What follows belongs to an exercise in optimizing a design on an open flow for a short achievable clock period and few clock cycles per item; a production flow would make more cautious choices.
In this exercise RTL edits were held to simulation tests only and were not proved equivalent to the original.
Power and IR drop assume default switching activity.

## run 1
## ref8_core
module ref8_core (
    input  wire        clk,
    input  wire        rst,           
    input  wire        cmd_valid,
    input  wire        cmd_op,        
    output wire        cmd_ready,
    output reg         mem_req,
    output reg         mem_we,
    output reg  [15:0] mem_addr,
    output reg  [7:0]  mem_wdata,
    input  wire        mem_ready,
    input  wire [7:0]  mem_rdata,
    output reg  [1:0]  phase,
    output reg         halted,
    output reg  [1:0]  halt_cause,
    output wire [63:0] cycle_count,
    output reg  [15:0] pc,
    output reg  [15:0] sp,
    output wire [7:0]  flags,
    output wire [7:0]  r0,
    output wire [7:0]  r1,
    output wire [7:0]  r2,
    output wire [7:0]  r3
);
    localparam PH_UNINIT  = 2'd0;
    localparam PH_RESET   = 2'd1;
    localparam PH_RUNNING = 2'd2;
    localparam PH_HALTED  = 2'd3;
    localparam HC_NONE    = 2'd0;
    localparam HC_HALT    = 2'd1;
    localparam HC_ILLEGAL = 2'd2;
    localparam CB = 5;                
    localparam NC = 1 << CB;          
    localparam TW = 16 - CB;          
    localparam LA = 24;               
    integer i;
    reg        rdy;                   
    reg        wlast;                 
    reg        pend;                  
    reg [7:0]  regs [0:3];
    reg        fc, fz, fv, fn;
    reg [7:0]  w0, w1, w2;            
    reg        wv0, wv1, wv2;
    reg [15:0] pq1, pq2, pq3, pq4, pq5;    
    reg [7:0]  cc_lo;
    reg [55:0] cc_hi, cc_hp;
    reg [NC-1:0] cv;
    reg [TW-1:0] ctag [0:NC-1];
    reg [7:0]    cdat [0:NC-1];
    reg        infl_v;
    reg [15:0] infl_a;
    reg        sv;
    reg [15:0] sa0, sa1;
    reg        wq_v;
    reg [15:0] wq_a;
    reg [7:0]  wq_d;
    reg        dp;
    reg [1:0]  dk;                    
    reg [1:0]  dd;                    
    reg [15:0] da, da1;
    reg        dv0, dv1;
    reg [7:0]  dq0, dq1;
    reg [15:0] fp;
    localparam NB = 8;
    reg [NB-1:0] bb_v;
  ...
Size: roughly 15000 cells after synthesis, ~1700 flip-flops, about 0.15 mm2 of cells after synthesis.
Settings: LEC_CHECK=0, ABC_CLOCK_PERIOD_IN_PS=3000, CAP_MARGIN=20, CELL_PAD_IN_SITES_DETAIL_PLACEMENT=1, CELL_PAD_IN_SITES_GLOBAL_PLACEMENT=2, CORE_MARGIN=2, CORE_UTILIZATION=25, PLACE_DENSITY=0.4, SETUP_SLACK_MARGIN=5, SLEW_MARGIN=20, TNS_END_PERCENT=10; clock period 8.0 ns.
run.sh (not shown) runs the stock make flow with config.mk's settings and CLKGATE_MAP_FILE= SYNTH_SCRIPT=/design/flow/synth_recipe.tcl, a recipe that flattens the netlist after the stock synthesis.
Per the final summary, run 1 finished and its layout is clean on timing, DRC and antenna.
Testbench counts of run 1, summed over its fixed seeds: cycles 126,926, steps 96,000.
What run 2 does differently from run 1 at the input level:
-- flow/design.v --
<<< run 1, line 30
    localparam HC_HALT    = 2'd1;
    localparam HC_ILLEGAL = 2'd2;
    localparam CB = 5;                
    localparam NC = 1 << CB;          
    localparam TW = 16 - CB;          
>>> run 2, line 30
    localparam HC_HALT    = 2'd1;
    localparam HC_ILLEGAL = 2'd2;
    localparam CB = 6;                
    localparam NC = 1 << CB;          
    localparam TW = 16 - CB;          
<<< run 1, line 178
    wire sel_br = is_bra || (is_bcc && cond);
    wire [2:0] bix = pc[2:0];
    wire b_hit = bb_v[bix] && (bb_pc[bix] == pc);
    wire seq_step = !sel_br && !sel_ab && !is_ret && !illegal && !is_halt;
    wire sel_ab = is_jmp || is_call;
>>> run 2, line 178
    wire sel_br = is_bra || (is_bcc && cond);
    wire [2:0] bix = pc[2:0];
    wire b_hit = bb_v[bix] && (bb_pc[bix] == pc) && !sv;
    wire seq_step = !sel_br && !sel_ab && !is_ret && !illegal && !is_halt;
    wire sel_ab = is_jmp || is_call;
<<< run 1, line 283
    always @(*) begin
        for (i = 0; i < NB; i = i + 1) begin
            dt0 = w0a - bb_tg[i];
            dt1 = sp_m2 - bb_tg[i];
            db0 = w0a - bb_pc[i];
            db1 = sp_m2 - bb_pc[i];
            bb_kill[i] = (dt0 < 16'd3) || (db0 < 16'd2) ||
                         (is_call && ((dt1 < 16'd3) || (db1 < 16'd2)));
        end
    end
    wire [15:0] pt0 = w0a - bp_tg;
    wire [15:0] pt1 = sp_m2 - bp_tg;
    wire [15:0] pb0 = w0a - bp_pc;
    wire [15:0] pb1 = sp_m2 - bp_pc;
    wire bp_kill = is_write && ((pt0 < 16'd3) || (pb0 < 16'd2) ||
                   (is_call && ((pt1 < 16'd3) || (pb1 < 16'd2))));
    wire reg_we = (is_alu && alu_op != 3'd7) || is_unary || is_mov || is_ldi || (is_pop && ph[9]);
    reg [7:0] reg_wv;
>>> run 2, line 283
    always @(*) begin
        for (i = 0; i < NB; i = i + 1) begin
            dt0 = sa0 - bb_tg[i];
            dt1 = sa1 - bb_tg[i];
            db0 = sa0 - bb_pc[i];
            db1 = sa1 - bb_pc[i];
            bb_kill[i] = sv && ((dt0 < 16'd3) || (db0 < 16'd2) ||
                                (dt1 < 16'd3) || (db1 < 16'd2));
        end
    end
    wire reg_we = (is_alu && alu_op != 3'd7) || is_unary || is_mov || is_ldi || (is_pop && ph[9]);
    reg [7:0] reg_wv;
<<< run 1, line 378
            fl_v <= fill_ok;
            fl_a <= infl_a;
            infl_v <= mem_req && mem_ready && !mem_we;
            infl_a <= mem_addr;
>>> run 2, line 372
            fl_v <= fill_ok;
            fl_a <= infl_a;
            bb_v <= bb_v & ~bb_kill;
            infl_v <= mem_req && mem_ready && !mem_we;
            infl_a <= mem_addr;
<<< run 1, line 502
                rm1 <= !nv1 && seq_step;
                rm2 <= !nv2 && seq_step;
                if (is_write) bb_v <= bb_v & ~bb_kill;
                if (bp_v) begin
                    bb_v[bp_ix] <= !bp_kill;
                    bb_pc[bp_ix] <= bp_pc;
                    bb_tg[bp_ix] <= bp_tg;
>>> run 2, line 497
                rm1 <= !nv1 && seq_step;
                rm2 <= !nv2 && seq_step;
                if (bp_v) begin
                    bb_v[bp_ix] <= 1'b1;
                    bb_pc[bp_ix] <= bp_pc;
                    bb_tg[bp_ix] <= bp_tg;
- A most frequent standard cell in the layout excluding fill and tap cells of mux4_2 is what run 2 shows, while nand2_1 belongs to run 1.
- Across both runs, fraction of synthesized cell area in xor and xnor cells was lower for run 2 than for run 1.
- Run 2 vs. run 1: area after synthesis now sits higher, post-route clock period utilization fell 1.8 points.
- Looking at simple logic cell fraction of the synthesized area, run 2 sits 1.5 points lower than run 1 does.
- Compared with run 1, in run 2 final wirelength +42%, number of filler cells placed in the layout +36%, clock network power share +0.6 points.
- Internal power component: run 2 > run 1
- The number of buffers outside the clock class in the layout number comes out lower for run 1 vs run 2.
- Compared to run 1, run 2 leaves more free space in the core.
- Number of nets in the layout: lower on run 1
Testbench counts of run 2, summed over its fixed seeds: cycles 121,312, steps 96,000.

-- separate check: timing with driven ports --
The results above use ideal ports. As a check the final layouts listed here were re-extracted and re-timed, cells and wires unchanged. Step 1 assumes that a clkbuf_16 drives the clock port and a buf_2 every other input. Step 2 also shifts input and output timing later by t, the mid clock arrival at the registers, as if the neighbouring blocks saw the same clock. a / b / c = ideal / step 1 / step 2; a / b = the first two.
run | shift t [ns] | setup WS [ns] | worst register clock-pin slew, ns
run 1 | 1.157 | 2.280 / 2.147 / 1.964 | 0.08 / 0.08
run 2 | 1.217 | 2.423 / 2.276 / 1.715 | 0.08 / 0.08
After both steps setup and hold are still met in every run listed. For run 2, which loses most, drivers alone change the setup slack by -0.147 ns; drivers and shift together by -0.708 ns.
